From an optimization exercise on the open Yosys and OpenROAD flow, aimed at small area; shortcuts taken in it are not production practice.
The RTL was checked by simulation tests, not by an equivalence proof against the original design.
No activity file was given, so power comes from the tool's default toggle rates.

--- design/flow/design.v ---
module tms6100_core (
    input  wire        clk,
    input  wire        rst,         
    input  wire        m0,
    input  wire        m1,
    input  wire        hclk,
    input  wire [3:0]  add,
    output wire        data_low,    
    input  wire        rise_ie,
    input  wire        fall_ie,
    input  wire        act_clr,
    output reg         act,
    input  wire        cfg_we,
    input  wire [5:0]  cfg_addr,
    input  wire [15:0] cfg_wdata,
    output wire [15:0] mem_addr,
    input  wire [7:0]  mem_rdata
);
    reg        bank_map  [0:15];
    reg [2:0]  bank_desc [0:15];
    reg [15:0] desc_base [0:7];
    reg [14:0] desc_win  [0:7];
    reg [14:0] desc_len  [0:7];
    always @(posedge clk) begin
        if (cfg_we) begin
            case (cfg_addr[5:3])
                3'b000, 3'b001: begin
                    bank_map[cfg_addr[3:0]]  <= cfg_wdata[3];
                    bank_desc[cfg_addr[3:0]] <= cfg_wdata[2:0];
                end
                3'b100: desc_base[cfg_addr[2:0]] <= cfg_wdata;
                3'b101: desc_win[cfg_addr[2:0]]  <= cfg_wdata[14:0];
                3'b110: desc_len[cfg_addr[2:0]]  <= cfg_wdata[14:0];
                default: ;
            endcase
        end
    end
    function automatic [17:0] inc18(input [17:0] x, input ci);
        integer i;
        reg c;
        begin
            c = ci;
            for (i = 0; i < 18; i = i + 1) begin
                inc18[i] = x[i] ^ c;
                c = x[i] & c;
            end
        end
    endfunction
    function automatic [15:0] add16(input [15:0] x, input [13:0] y);
        integer i;
        reg c, yi;
        begin
            c = 1'b0;
            for (i = 0; i < 16; i = i + 1) begin
                yi = (i < 14) ? y[i] : 1'b0;
                add16[i] = x[i] ^ yi ^ c;
                c = (x[i] & yi) | (x[i] & c) | (yi & c);
            end
        end
    endfunction
    function automatic less15(input [13:0] x, input [14:0] y);
        integer i;
        reg r, nx;
        begin
            r = 1'b0;
            for (i = 0; i < 15; i = i + 1) begin
                nx = (i < 14) ? ~x[i] : 1'b1;
                r = (nx & y[i]) | (nx & r) | (y[i] & r);
            end
            less15 = r;
        end
    endfunction
    localparam [1:0] S_IA = 2'd0,    
                     S_DM = 2'd1,    
                     S_FE = 2'd2,    
                     S_SQ = 2'd3;    
    localparam [2:0] Q_IND1 = 3'd1,   
                     Q_IND2 = 3'd2;   
    reg [17:0] addr;
    reg [1:0]  st;
    reg [2:0]  cnt;
    reg        pend_a;
    reg        pend_m;       
    reg        out_latch;
    reg        map;          
    reg [7:0]  dsel;         
    reg        m0_q, m1_q, hclk_q;
    wire m0_rise   = m0 & ~m0_q & rise_ie;
    wire m1_rise   = m1 & ~m1_q & rise_ie;
    wire hclk_fall = ~hclk & hclk_q & fall_ie;
    wire [13:0] off    = addr[13:0];
    wire [17:0] addr_p1 = inc18(addr, 1'b1);
    reg  [15:0] base;
    reg  [14:0] win, len;
    integer k;
    always @* begin
        base = 16'd0;
        win  = 15'd0;
        len  = 15'd0;
        for (k = 0; k < 8; k = k + 1) begin
            base = base | (desc_base[k] & {16{dsel[k]}});
            win  = win  | (desc_win[k]  & {15{dsel[k]}});
            len  = len  | (desc_len[k]  & {15{dsel[k]}});
        end
    end
    wire        inwin  = less15(off, win);
    wire        pad    = ~less15(off, len);
    wire        ok     = map & inwin;
    wire        val    = ok & ~pad;      
    assign mem_addr = add16(base, off);
    wire ready  = (st == S_FE) & ok;
    wire dummy  = (st == S_DM) & map;
    assign data_low = ready & ~pend_a & ~out_latch;
    wire [2:0] nib_count = (st == S_IA) ? cnt : 3'd0;
    reg [17:0] addr_n;
    reg [1:0]  st_n;
    reg [2:0]  cnt_n;
    reg        pend_a_n, pend_m_n, out_latch_n, act_n;
    reg        step_n;       
    always @* begin
        addr_n      = addr;
        st_n        = st;
        cnt_n       = cnt;
        pend_a_n    = pend_a;
        pend_m_n    = pend_m;
        out_latch_n = out_latch;
        act_n       = act;
        step_n      = 1'b0;
        if (rst) begin
            st_n        = S_IA;
            cnt_n       = 3'd0;
            pend_a_n    = 1'b0;
            pend_m_n    = 1'b0;
            out_latch_n = 1'b1;
            act_n       = 1'b0;
        end else if (st == S_SQ) begin
            case (cnt)
                Q_IND1: begin
                    addr_n[7:0] = pend_m ? mem_rdata : 8'h00;
                    pend_m_n    = val;
                    if (map) begin
                        cnt_n = Q_IND2;
                    end else begin
                        st_n  = S_IA;
                        cnt_n = 3'd0;
                    end
                end
                Q_IND2: begin
                    addr_n[13:8] = pend_m ? mem_rdata[5:0] : 6'd0;
                    pend_m_n     = 1'b0;
                    st_n         = S_FE;
                    cnt_n        = 3'd0;
                end
                default: begin
                    st_n        = S_IA;
                    cnt_n       = 3'd0;
                end
            endcase
        end else begin
            if (act_clr)
                act_n = 1'b0;
            if (m1_rise) begin
                pend_a_n = 1'b1;
                act_n    = 1'b1;
            end
            if (m0_rise) begin
                act_n = 1'b1;
                if (st == S_IA) begin
                    cnt_n = 3'd0;            
                end else begin
                    pend_m_n = 1'b1;
                    if (ready)
                        out_latch_n = ~pad & mem_rdata[cnt];
                end
            end
            if (hclk_fall) begin
                pend_a_n = 1'b0;
                pend_m_n = 1'b0;
                if (pend_a & ~pend_m) begin
                    case (nib_count)
                        3'd0: addr_n[3:0]   = add;
                        3'd1: addr_n[7:4]   = add;
                        3'd2: addr_n[11:8]  = add;
                        3'd3: addr_n[15:12] = add;
                        default: addr_n[17:16] = add[1:0];
                    endcase
                    if (nib_count == 3'd4) begin
                        st_n  = S_DM;
                        cnt_n = 3'd0;
                    end else begin
                        st_n  = S_IA;
                        cnt_n = nib_count + 3'd1;
                    end
                end else if (pend_a & pend_m) begin
                    if (dummy) begin
                        pend_m_n     = val;
                        st_n         = S_SQ;
                        cnt_n        = Q_IND1;
                        addr_n[13:0] = addr_p1[13:0];
                        step_n       = 1'b1;
                    end else begin
                        st_n  = S_IA;        
                        cnt_n = 3'd0;
                    end
                end else if (pend_m) begin
                    if (dummy) begin
                        st_n  = S_FE;        
                        cnt_n = 3'd0;
                    end else if (cnt == 3'd7) begin
                        addr_n = addr_p1;    
                        st_n   = S_FE;
                        cnt_n  = 3'd0;
                    end else begin
                        cnt_n = cnt + 3'd1;
                    end
                end
            end
        end
    end
    wire [3:0] bank_n = step_n ? addr_p1[17:14] : addr_n[17:14];
    always @(posedge clk) begin
        m0_q      <= m0;
        m1_q      <= m1;
        hclk_q    <= hclk;
        addr      <= addr_n;
        st        <= st_n;
        cnt       <= cnt_n;
        pend_a    <= pend_a_n;
        pend_m    <= pend_m_n;
        out_latch <= out_latch_n;
        act       <= act_n;
        map       <= bank_map[bank_n];
        dsel      <= 8'd1 << bank_desc[bank_n];
    end
endmodule
--- design/flow/run.sh ---
#!/bin/bash
# synth_recipe.tcl (not shown) runs the flow's synth.tcl, then flattens the netlist and writes it again
# the make line also repeats each setting of config.mk as NAME=value (left out here)
make -C /OpenROAD-flow-scripts/flow DESIGN_CONFIG=/design/flow/config.mk WORK_HOME=/design/flow/orfs CLKGATE_MAP_FILE= SYNTH_SCRIPT=/design/flow/synth_recipe.tcl finish
--- design/flow/config.mk ---
export PLATFORM = sky130hd
export DESIGN_NAME = tms6100_core
export DESIGN_NICKNAME = tms6100_core
export VERILOG_FILES = /design/flow/design.v
export SDC_FILE = /design/flow/constraint.sdc
export NUM_CORES = 4
export LEC_CHECK = 0
export CAP_MARGIN = 20
export CORE_MARGIN = 2
export CORE_UTILIZATION = 65
export CTS_CLUSTER_DIAMETER = 80
export CTS_CLUSTER_SIZE = 30
export SLEW_MARGIN = 20
--- design/flow/constraint.sdc ---
create_clock -name core_clock -period 12.0 [get_ports {clk}]
set_input_delay 2.4000 -clock core_clock [delete_from_list [all_inputs] [get_ports {clk}]]
set_output_delay 2.4000 -clock core_clock [all_outputs]
set_load 0.01 [all_outputs]
==> results of run 1 <==
==> placed cells by master (no fill, tap or decap), types with 9 or more instances in the layout <==
master / Yosys / routed
nand3_1: 11 / 11
clkbuf_16: 0 / 21
nand4_1: 16 / 16
nor2_1: 77 / 69
clkdlybuf4s50_1: 0 / 60
and2_1: 13 / 13
nand2_1: 58 / 58
a21oi_1: 19 / 19
a22o_1: 30 / 30
fa_1: 13 / 13
mux2i_1: 15 / 15
a22oi_1: 174 / 174
inv_1: 40 / 40
buf_4: 9 / 31
a311oi_1: 9 / 9
a211oi_1: 9 / 9
dfxtp_1: 25 / 17
edfxtp_1: 446 / 446
ha_1: 31 / 31
o21ai_0: 14 / 14
and4_1: 32 / 32
==> path summary, 6_finish.rpt <==
| check | from | to | depth (start not counted) |
|---|---|---|---|
| setup / recovery | dsel[1] | mem_addr[15] | 21 |
| hold / removal | addr[16] | addr[16] | 2 |
| setup reg to reg | addr[0] | dsel[4] | 24 |
| hold reg to reg | addr[16] | addr[16] | 2 |
==> metrics by stage <==
step / util, % / setup WS [ns] / hold slack, ns
6_report: 72.4 / 1.38 / 0.516
5_1_grt: 72.4 / 1.11 / 0.531
4_1_cts: 72.3 / 1.34 / 0.511
3_5_place_dp: 70.1 / 1.93 / 0.487
3_3_place_gp: 70.1 / 2.11 / 0.478
2_1_floorplan: - / 2.30 / 0.456
==> worst reg2reg max path, delay by kind of cell, from the launching register on <==
family                     cells  cell delay, ns
adders and majority gates     16            3.12
AOI/OAI and AO/OA              4            1.57
and+or+nand+nor                4            0.83
DFF                            1            0.53
==> synth_stat cells, types with 7 or more instances <==
cell      count
a211oi_1      9
a21oi_1      19
a221o_1       8
a221oi_1      8
a22o_1       30
a22oi_1     174
a311oi_1      9
and2_1       13
and4_1       32
buf_2        13
buf_4         9
clkbuf_1     27
dfxtp_1      25
edfxtp_1    446
fa_1         13
ha_1         31
inv_1        40
mux2i_1      15
nand2_1      58
nand3_1      11
nand4_1      16
nor2_1       77
o21ai_0      14
o31a_1        8
or3_1         7
==> power by group through the flow <==
stage          combinational, mW  clock (mW)  sequential [mW]
6_report                   0.609       0.844             1.83
5_1_grt                    0.662       0.899             1.83
4_1_cts                    0.604       0.847             1.83
3_5_place_dp               0.604           0             1.86
3_3_place_gp               0.591           0             1.86
2_1_floorplan              0.350           0             1.86
==> layer usage <==
metal / track usage, % / wire length, um
met4: 7.27 / 1090
met5: 0 / 0
met3: 5.92 / 4990
met2: 48.7 / 22100
met1: 46.1 / 19000
==> area by class of cell <==
| cell class | count | area (um^2) |
|---|---|---|
| Inverter | 41 | 154 |
| Multi-Input combinational cell | 662 | 4930 |
| Clock buffer | 27 | 548 |
| Sequential cell | 471 | 13900 |
| Clock inverter | 5 | 83.8 |
| Tap cell | 384 | 480 |
| Timing Repair Buffer | 92 | 848 |
| Fill cell | 1837 | 7980 |
==> flip-flops by register name (all words and copies together), names as in the netlist <==
signal / count
desc_base: 128
desc_len: 120
desc_win: 120
bank_desc: 48
addr: 18
bank_map: 16
dsel: 8
cnt: 3
st: 2
act: 1
hclk_q: 1
m0_q: 1
m1_q: 1
map: 1
out_latch: 1
pend_a: 1
pend_m: 1
==> kinds of logic (layout without fill, tap and decap cells) <==
kind of cell | after synthesis | count (layout) | share of synthesized area (%)
compound gates | 334 | 334 | 13.3
fa+ha+maj | 51 | 51 | 3.75
simple gates | 255 | 255 | 7.04
mux | 19 | 19 | 1.19
buf+inv | 98 | 165 | 2.29
flops | 471 | 471 | 72.3
xor+xnor | 3 | 3 | 0.137
==> results.ini, run 1 <==
[synth]
synth_top_area_share_pct=69.7
synthTopCellsByArea=edfxtp_1 70%, a22oi_1 6.8%, dfxtp_1 2.6%
syn_area_um2=19200
synth_nets=1318
yosysTopAreaCell=edfxtp_1
ys_ff_latch=471
yosysUniqueCellTypes=77
synth_ff_type=edfxtp_1
synth_edf_count=446
ys_seq_area_share_pct=72.3
syn_inst=1231
avgSynthCellArea_um2=15.6
async_flop_share_pct=0
yosys_warnings=1

[final_layout]
drive_above_1_share_pct=7.24
stdcell_count=1682
final_design_area_no_fill_um2=21000
nets=1376
n_antenna_cell=0
areaGrowthSynthToFinish_pct=8.97

[sta]
worst_pin_slew_ns=1.11
hold_viol=0
fin_crit_ns=10.62
fmaxAchievable_ghz=0.0942
min_period_over_period_pct=88.5
fin_tns_setup_ns=0
setup_viol=0
skew_ns=0.0319
drv_slew=0
rsz0062_at_grt=no
max_slew_margin_pct=25.9

[die]
fp.dieW_um=176
fp-row-count=62
core_um2=28900
dieHeight_um=176
dieArea_um2=31000
io_pins=61
start_util_pct=66.5

[worst_setup_path]
worstPathRequired_ns=9.60
crit_chain=buf_4, a22oi_1, nand4_1, fa_1, inv_1, fa_1, fa_1, fa_1, fa_1, fa_1, fa_1, fa_1, fa_1, fa_1, fa_1, fa_1, fa_1, inv_1, ha_1, xor2_1, clkdlybuf4s50_1
worstSetupStartpointType=flip-flop
max_stage_delay_ns=0.56
crit_family=adder cells
cp_max_fo=45
critPathMostFrequentCell=fa_1
r2r_setup_slack_ns=5.84
cp.arrival_ns=8.22
cp_num_buf_inv=4
crit_path_end_kind=output port
crit_type=reg -> out
cpMaxStageDelayCell=buf_4

[place]
dp_hpwl_um=28600
place.detailed.instances=1649
io_buffer_count=60
place_congestion=0.871
place_area_um2=20300

[clocking]
numCtsBuffers=21
cts_hold_buf=0
root_buffer=clkbuf_16
clockBufferDepth=3
postCtsSetupRepairBufs=0
htree_levels=1
cts_sinks=471
ctsResizeCount=0
clk_pin_slew_ns=0.10
clkLatencyLatePin_ns=0.57
tritoncts=yes

[global_routing]
grt_pass1_wl_um=70400
grt_pass1_vias=11200
antenna_found_initial=0
grt_max_degree=46
grt.overflow.total=0
track_usage_pct=31.0

[routing]
firstDrtPassIters=5
wl_um=47100
vias=11600
ant_nets=0
viasPerCell=6.91
wl_per_cell_um=28.0
drcViolationCount=0
drtIter0Drc=1620

[power]
total_leakage_power_nw=6.61
combPwrFrac_pct=18.6
power.share.sequential_pct=55.7
power_switching_mw=0.879
power_density_nw_per_um2=157
internal_power_mw=2.40
sw_frac_of_total_pct=26.8
worst_ir_drop_vdd_mv=0.147
clock_power_share_pct=25.7
p_total_mw=3.28

[job]
drv_cap=0

[hold_path]
min_path_type=reg -> reg

[status]
status=finished clean

==> inputs of run 2 (changes only) <==
==> design/flow/flow/run.sh (new file) <==
#!/bin/bash
# Standard synthesis and layout, with two changes to how the layout is made:
# - port buffers use the smallest buffer cell instead of the default one;
# - the clock tree clusters up to 30 sinks within 80 um per leaf buffer and
#   inserts no dummy loads.
# Each step's full output goes to a log file of its own in the work folder.
set -euo pipefail
export BUFFER_PORTS_ARGS="-buffer_cell sky130_fd_sc_hd__buf_1"
export CTS_ARGS="-sink_clustering_enable -repair_clock_nets -sink_clustering_size 30 -sink_clustering_max_diameter 80 -dont_use_dummy_load"
bash standard.sh synth > synth.log 2>&1
bash standard.sh floorplan > floorplan.log 2>&1
bash standard.sh place > place.log 2>&1
bash standard.sh cts > cts.log 2>&1
bash standard.sh route > route.log 2>&1
bash standard.sh finish > finish.log 2>&1
==> design/flow/standard.sh (new file) <==
#!/bin/bash
# synth_recipe.tcl (not shown) runs the flow's synth.tcl, then flattens the netlist and writes it again
# the make line also repeats each setting of config.mk as NAME=value (left out here)
make -C /OpenROAD-flow-scripts/flow DESIGN_CONFIG=/design/flow/config.mk WORK_HOME=/design/flow/orfs CLKGATE_MAP_FILE= SYNTH_SCRIPT=/design/flow/synth_recipe.tcl "${@:-finish}"
--- a/design/flow/config.mk
+++ b/design/flow/config.mk
@@ -8,6 +8,4 @@
 export CAP_MARGIN = 20
 export CORE_MARGIN = 2
 export CORE_UTILIZATION = 65
-export CTS_CLUSTER_DIAMETER = 80
-export CTS_CLUSTER_SIZE = 30
 export SLEW_MARGIN = 20
removed: design/flow/run.sh
==> run 2 against run 1 <==
Compared with the run above: area after synthesis unchanged; global-route usage decreased by 0.49 points; via count up 1.2%; worst hold slack got worse by 0.0039 ns; worst setup slack gained 0.35 ns; clock power shrank 11%; non-clock buffer count is 2 higher.
==> results.ini, run 2 <==
[synth]
avgSynthCellArea_um2=15.6
synth_ff_type=edfxtp_1
synthTopCellsByArea=edfxtp_1 70%, a22oi_1 6.8%, dfxtp_1 2.6%
synth_nets=1318
synth_edf_count=446
synth_commonest_cells=446 x edfxtp_1, 174 x a22oi_1, 77 x nor2_1
synth_top_area_share_pct=69.7
syn_area_um2=19200
yosysMostFrequentCell=edfxtp_1
ys_seq_area_share_pct=72.3
yosysTopAreaCell=edfxtp_1
async_flop_share_pct=0
yosys_warnings=1
yosysUniqueCellTypes=77
ys_ff_latch=471
syn_inst=1231

[final_layout]
largest_register_ffs=128
nFillCells=1909
final_cell_mix=446 x edfxtp_1, 174 x a22oi_1, 69 x nor2_1
areaGrowthSynthToFinish_pct=6.45
layout_commonest_cell=edfxtp_1
n_antenna_cell=0
drive_above_1_share_pct=7.14
nets=1377
stdcell_count=1672

[sta]
rsz0062_at_grt=no
hold_viol=0
fmaxAchievable_ghz=0.0974
skew_ns=0.0838
min_period_over_period_pct=85.6
fin_tns_setup_ns=0
worst_slack_ns=1.73
setup_viol=0
hold_slack_ns=0.512
max_slew_margin_pct=28.0
drv_slew=0
worst_pin_slew_ns=1.08
fin_crit_ns=10.27

[clocking]
htree_levels=1
numCtsBuffers=20
root_buffer=clkbuf_16
clk_pin_slew_ns=0.09
clockBufferDepth=3
postCtsSetupRepairBufs=0
ctsResizeCount=0
tritoncts=yes
cts_sinks=471
clkLatencyLatePin_ns=0.56
cts_hold_buf=0

[place]
io_buffer_count=60
dp_hpwl_um=29000
place_ws_ns=2.30
place_congestion=0.862
place.detailed.instances=1647

[power]
worst_ir_drop_vdd_mv=0.133
power_density_nw_per_um2=153
total_leakage_power_nw=6.41

[global_routing]
grt_use_met2_pct=47.4
grt.overflow.total=0
grt_max_degree=46
grtUsageMet1_pct=47.4
grt_pass1_vias=11000
busiest_layer=met2
antenna_found_initial=0
track_usage_pct=30.5
grt_pass1_wl_um=69500
use_met3_pct=4.44

[worst_setup_path]
cp.arrival_ns=7.87
crit_end=mem_addr[15]
worst_r2r_path_depth=24
crit_type=reg -> out
r2r_setup_slack_ns=5.84
cp_max_fo=28
rr_endpoint=dsel[0]
crit_path_end_kind=output port
worstSetupStartpointType=flip-flop
worstPathRequired_ns=9.60
r2r_start=addr[0]
crit_path_start=dsel[1]

[routing]
firstDrtPassIters=5
wl_um=46800
vias=11800
drcViolationCount=0
drtIter0Drc=1660
ant_nets=0
viasPerCell=7.03
wl_per_cell_um=28.0

[die]
start_util_pct=66.5
fp-row-count=62
fp.dieW_um=176
dieArea_um2=31000
core_um2=28900
io_pins=61
dieHeight_um=176

[job]
drv_cap=0

[hold_path]
min_path_type=reg -> reg

[status]
status=finished clean

## run 2: cell count changes in the layout (fill, tap and decap cells not counted), moves of 2 or more
cell	change
buf_4	-2
clkdlybuf4s50_1	-60
buf_1	+58
clkbuf_1	-6
clkbuf_2	+2
buf_6	+5
## run 2: cell type report
cell class,instances,area (um^2),share of cell area [%]
multi-input combinational,662,4930,24.1
tap,384,480,2.35
sequential,471,13900,67.9
clock buffer,20,500,2.44
timing repair buffer,94,502,2.45
inverter,41,154,0.752
## run 2: cells by family after synthesis
| family | share of synthesized area, % |
|---|---|
| AND/OR/NAND/NOR | 7.04 |
| flip-flops | 72.3 |
| adder cells (fa/ha/maj) | 3.75 |
| multiplexers | 1.19 |
| XOR/XNOR | 0.137 |
| buffers and inverters | 2.29 |
| AO/OA/AOI/OAI | 13.3 |
## run 2: how the worst min path moves through the flow
| stage | to | slack, ns | depth (start not counted) | from |
|---|---|---|---|---|
| 6_report | addr[16] | 0.51 | 2 | addr[16] |
| 5_1_grt | addr[16] | 0.55 | 2 | addr[16] |
| 4_1_cts | addr[16] | 0.51 | 2 | addr[16] |
| 3_5_place_dp | addr[16] | 0.50 | 2 | addr[16] |
| 3_3_place_gp | addr[16] | 0.49 | 2 | addr[16] |
| 2_1_floorplan | out_latch | 0.46 | 1 | out_latch |
## run 2: report_power, final
group / leakage, nW / total [mW] / switching, mW / internal, mW
logic: 1.93 / 0.532 / 0.343 / 0.189
registers: 4.24 / 1.85 / 0.0327 / 1.81
clock network: 0.246 / 0.753 / 0.452 / 0.301
total: 6.41 / 3.13 / 0.828 / 2.30
## run 2: metrics by stage
step | utilization [%] | total power, mW | area [um^2]
2_1_floorplan | - | 2.21 | 19200
3_5_place_dp | 68.8 | 2.41 | 19900
5_1_grt | 70.7 | 3.24 | 20500
3_3_place_gp | 68.8 | 2.40 | 19900
4_1_cts | 70.5 | 3.13 | 20400
6_report | 70.7 | 3.13 | 20500
## run 2: layer usage
layer / vias to the layer above / wire length, um
met3: 53 / 5490
met2: 724 / 21600
met4: 0 / 824
met1: 5927 / 18900
li1: 5051 / -
met5: - / 0
## run 2: worst max-delay path: stages, from the launching register on
cell,delay [ns]
dfxtp_2,0.84
buf_4,0.40
a22oi_1,0.13
and4_1,0.25
fa_1,0.39
fa_1,0.42
fa_1,0.45
fa_1,0.43
fa_1,0.44
fa_1,0.43
fa_1,0.45
fa_1,0.44
fa_1,0.42
fa_1,0.42
fa_1,0.43
fa_1,0.41
inv_1,0.07
ha_1,0.16
xor2_1,0.13
buf_1,0.16
==> inputs of run 3 (changes only) <==
--- a/design/flow/design.v
+++ b/design/flow/design.v
@@ -74,7 +74,8 @@
                      S_DM = 2'd1,    
                      S_FE = 2'd2,    
                      S_SQ = 2'd3;    
-    localparam [2:0] Q_IND1 = 3'd1,   
+    localparam [2:0] Q_PRE  = 3'd0,   
+                     Q_IND1 = 3'd1,   
                      Q_IND2 = 3'd2;   
     reg [17:0] addr;
     reg [1:0]  st;
@@ -116,7 +117,6 @@
     reg [1:0]  st_n;
     reg [2:0]  cnt_n;
     reg        pend_a_n, pend_m_n, out_latch_n, act_n;
-    reg        step_n;       
     always @* begin
         addr_n      = addr;
         st_n        = st;
@@ -125,7 +125,6 @@
         pend_m_n    = pend_m;
         out_latch_n = out_latch;
         act_n       = act;
-        step_n      = 1'b0;
         if (rst) begin
             st_n        = S_IA;
             cnt_n       = 3'd0;
@@ -151,6 +150,10 @@
                     st_n         = S_FE;
                     cnt_n        = 3'd0;
                 end
+                Q_PRE: begin
+                    addr_n[13:0] = addr_p1[13:0];
+                    cnt_n        = Q_IND1;
+                end
                 default: begin
                     st_n        = S_IA;
                     cnt_n       = 3'd0;
@@ -195,9 +198,7 @@
                     if (dummy) begin
                         pend_m_n     = val;
                         st_n         = S_SQ;
-                        cnt_n        = Q_IND1;
-                        addr_n[13:0] = addr_p1[13:0];
-                        step_n       = 1'b1;
+                        cnt_n        = Q_PRE;
                     end else begin
                         st_n  = S_IA;        
                         cnt_n = 3'd0;
@@ -217,7 +218,8 @@
             end
         end
     end
-    wire [3:0] bank_n = step_n ? addr_p1[17:14] : addr_n[17:14];
+    wire       step   = (st == S_SQ) & (cnt == Q_PRE);
+    wire [3:0] bank_l = step ? addr_p1[17:14] : addr[17:14];
     always @(posedge clk) begin
         m0_q      <= m0;
         m1_q      <= m1;
@@ -229,7 +231,7 @@
         pend_m    <= pend_m_n;
         out_latch <= out_latch_n;
         act       <= act_n;
-        map       <= bank_map[bank_n];
-        dsel      <= 8'd1 << bank_desc[bank_n];
+        map       <= bank_map[bank_l];
+        dsel      <= 8'd1 << bank_desc[bank_l];
     end
 endmodule
==> run 3 against run 2 <==
Compared with the run above: sequential power decreased by 2%; clock power about the same; routed wire length decreased by 8.6%; maximum frequency increased by 0.52%; register-to-register slack improved by 0.47 ns; first-iteration DRC count decreased by 23%; power decreased by 16%; cell count decreased by 3.9%; combinational power decreased by 86%; worst setup slack improved by 0.053 ns; critical path type unchanged.
==> results.ini, run 3 <==
[status]
status=finished clean

[sta]
drv_slew=0
min_period_over_period_pct=85.1
fin_crit_ns=10.21
fmaxAchievable_ghz=0.0979
hold_viol=0
rsz0062_at_grt=no
max_slew_margin_pct=25.9
worst_slack_ns=1.79
skew_ns=0.0475
hold_slack_ns=0.511
fin_tns_setup_ns=0
setup_viol=0
worst_pin_slew_ns=1.11

[worst_setup_path]
max_stage_delay_ns=0.53
worstSetupStartpointType=flip-flop
worst_r2r_path_depth=18
worstPathRequired_ns=9.60
crit_chain=buf_4, a22oi_1, nand4_1, fa_1, inv_1, fa_1, fa_1, fa_1, fa_1, fa_1, fa_1, fa_1, fa_1, fa_1, fa_1, fa_1, fa_1, inv_1, ha_1, xor2_1, buf_1
r2r_setup_slack_ns=6.31
critPathMostFrequentCell=fa_1
rr_endpoint=dsel[2]
r2r_start=addr[0]
cp.arrival_ns=7.81
crit_type=reg -> out
crit_path_start=dsel[0]
cpMaxStageDelayCell=buf_4
cp_max_fo=38
crit_path_end_kind=output port

[die]
core_um2=28600
fp.dieW_um=174
dieHeight_um=174
start_util_pct=66.0
io_pins=61
fp-row-count=62
dieArea_um2=30400

[place]
io_buffer_count=60
place_congestion=0.860
dp_hpwl_um=26500
place.detailed.instances=1585
place_ws_ns=2.31

[routing]
viasPerCell=6.69
drtIter0Drc=1286
firstDrtPassIters=5
wl_um=42800
vias=10700
wl_per_cell_um=26.7
ant_nets=0
drcViolationCount=0

[clocking]
ctsResizeCount=0
numCtsBuffers=20
cts_sinks=471
tritoncts=yes
cts_hold_buf=0
clk_pin_slew_ns=0.10
root_buffer=clkbuf_16
clkLatencyLatePin_ns=0.54
postCtsSetupRepairBufs=0
clockBufferDepth=3
htree_levels=1

[power]
power_density_nw_per_um2=131
worst_ir_drop_vdd_mv=0.170
total_leakage_power_nw=6.36

[final_layout]
nFillCells=1867
stdcell_count=1606
post-route-util_pct=70.4
largest_register_ffs=128
nets=1312
n_antenna_cell=0
layout_commonest_cell=edfxtp_1
areaGrowthSynthToFinish_pct=6.70
drive_above_1_share_pct=8.43
final_cell_mix=450 x edfxtp_1, 170 x a22oi_1, 76 x nor2_1

[synth]
yosysUniqueCellTypes=63
yosys_warnings=1
synth_nets=1247
synthMuxAreaShare_pct=3.03
ys_ff_latch=471
avgSynthCellArea_um2=16.3
synth_commonest_cells=450 x edfxtp_1, 170 x a22oi_1, 76 x nor2_1
synth-xor-area-share_pct=0.139
async_flop_share_pct=0
syn_inst=1159
synth_top_area_share_pct=71.6
ys_seq_area_share_pct=73.8
synth_ff_type=edfxtp_1
yosysMostFrequentCell=edfxtp_1
synth_compound_area_share_pct=10.8
syn_area_um2=18900
synth_top_family_by_area=compound AO/OA/AOI/OAI gates
yosys.area_share.adder_pct=3.88
yosys.area_share.simple_pct=6.09
synthTopCellsByArea=edfxtp_1 72%, a22oi_1 6.8%, mux4_2 2.6%
yosysTopAreaCell=edfxtp_1
synth_edf_count=450

[global_routing]
grt_pass1_vias=10700
grt.overflow.total=0
grt_pass1_wl_um=64700
grt_use_met2_pct=46.1
use_met3_pct=3.08
grt_max_degree=47
busiest_layer=met2
track_usage_pct=28.7
grtUsageMet1_pct=42.8
antenna_found_initial=0

[hold_path]
whs_path_depth=3
min_path_type=reg -> reg
holdPathEnd=pend_a
hp-start=m1_q

[job]
drv_cap=0

## run 3: worst max-delay path: cells and delay by family, from the launching register on
kind	cells	cell delay, ns
xor gates and xnor gates	1	0.13
DFF	1	0.46
AOI/OAI and AO/OA	1	0.20
adders and majority gates	14	5.48
buffers and inverters	4	0.82
and+or+nand+nor	1	0.17
## run 3: cell families (layout without fill, tap and decap cells)
family / Yosys count / count (layout)
adder cells (fa/ha/maj): 52 / 52
XOR/XNOR: 3 / 3
flip-flops: 471 / 471
buffers and inverters: 103 / 166
AND/OR/NAND/NOR: 225 / 225
AO/OA/AOI/OAI: 277 / 277
multiplexers: 28 / 28
## run 3: per-stage QoR
step	instance area [um^2]	power [mW]
3_3_place_gp	19600	1.92
6_report	20200	2.64
2_1_floorplan	18900	1.88
4_1_cts	20100	2.65
5_1_grt	20200	2.71
3_5_place_dp	19600	1.92
## run 3: routing by layer
| layer | routed length (um) | up-vias | part of all wire, % |
|---|---|---|---|
| li1 | - | 4746 | - |
| met1 | 18200 | 5487 | 42 |
| met3 | 3170 | 55 | 7.4 |
| met4 | 1070 | 0 | 2.5 |
| met2 | 20400 | 461 | 48 |
| met5 | 0 | - | 0 |
## run 3: layout make-up
cell class	instances	area, um^2	area share [%]
Tap cell	384	480	2.38
Timing Repair Buffer	99	524	2.60
Multi-Input combinational cell	585	4530	22.5
Clock buffer	20	500	2.48
Sequential cell	471	13900	69.2
Inverter	47	176	0.876
## run 3: power breakdown
group | switching [mW] | internal [mW]
combinational | 0.0545 | 0.0191
clock | 0.450 | 0.301
sequential | 0.00520 | 1.81
## run 3: worst max path at each step
stage | endpoint | slack [ns] | cells past startpoint
after floorplan | mem_addr[15] | 2.18 | 25
after global placement | mem_addr[15] | 2.32 | 21
after detailed placement | mem_addr[15] | 2.31 | 21
after CTS | mem_addr[15] | 1.73 | 21
after global routing | mem_addr[15] | 1.36 | 21
final | mem_addr[15] | 1.79 | 21

## port drivers added, routing unchanged
No port has a modelled driver above. Below, the same layouts with a new extraction and two added sets of constraints.
Step 1: set_driving_cell puts a clkbuf_16 on clk and a buf_2 on each other input, an assumption about the parent block.
Step 2 times the ports against the registers' clock, not the clock port: input delays grow and output delays shrink by t, the midpoint of the rising clock arrivals with the driver on.
a / b / c = ideal / step 1 / step 2; a / b = the first two.
run	shift t [ns]	slack for setup (ns)	hold WS [ns]
run 1	0.607	1.384 / 1.334 / 1.942	0.516 / 0.516 / 0.516
run 2	0.575	1.732 / 1.679 / 2.254	0.512 / 0.512 / 0.512
run 3	0.568	1.785 / 1.732 / 2.300	0.511 / 0.511 / 0.511
After both steps setup and hold are still met in every run listed.
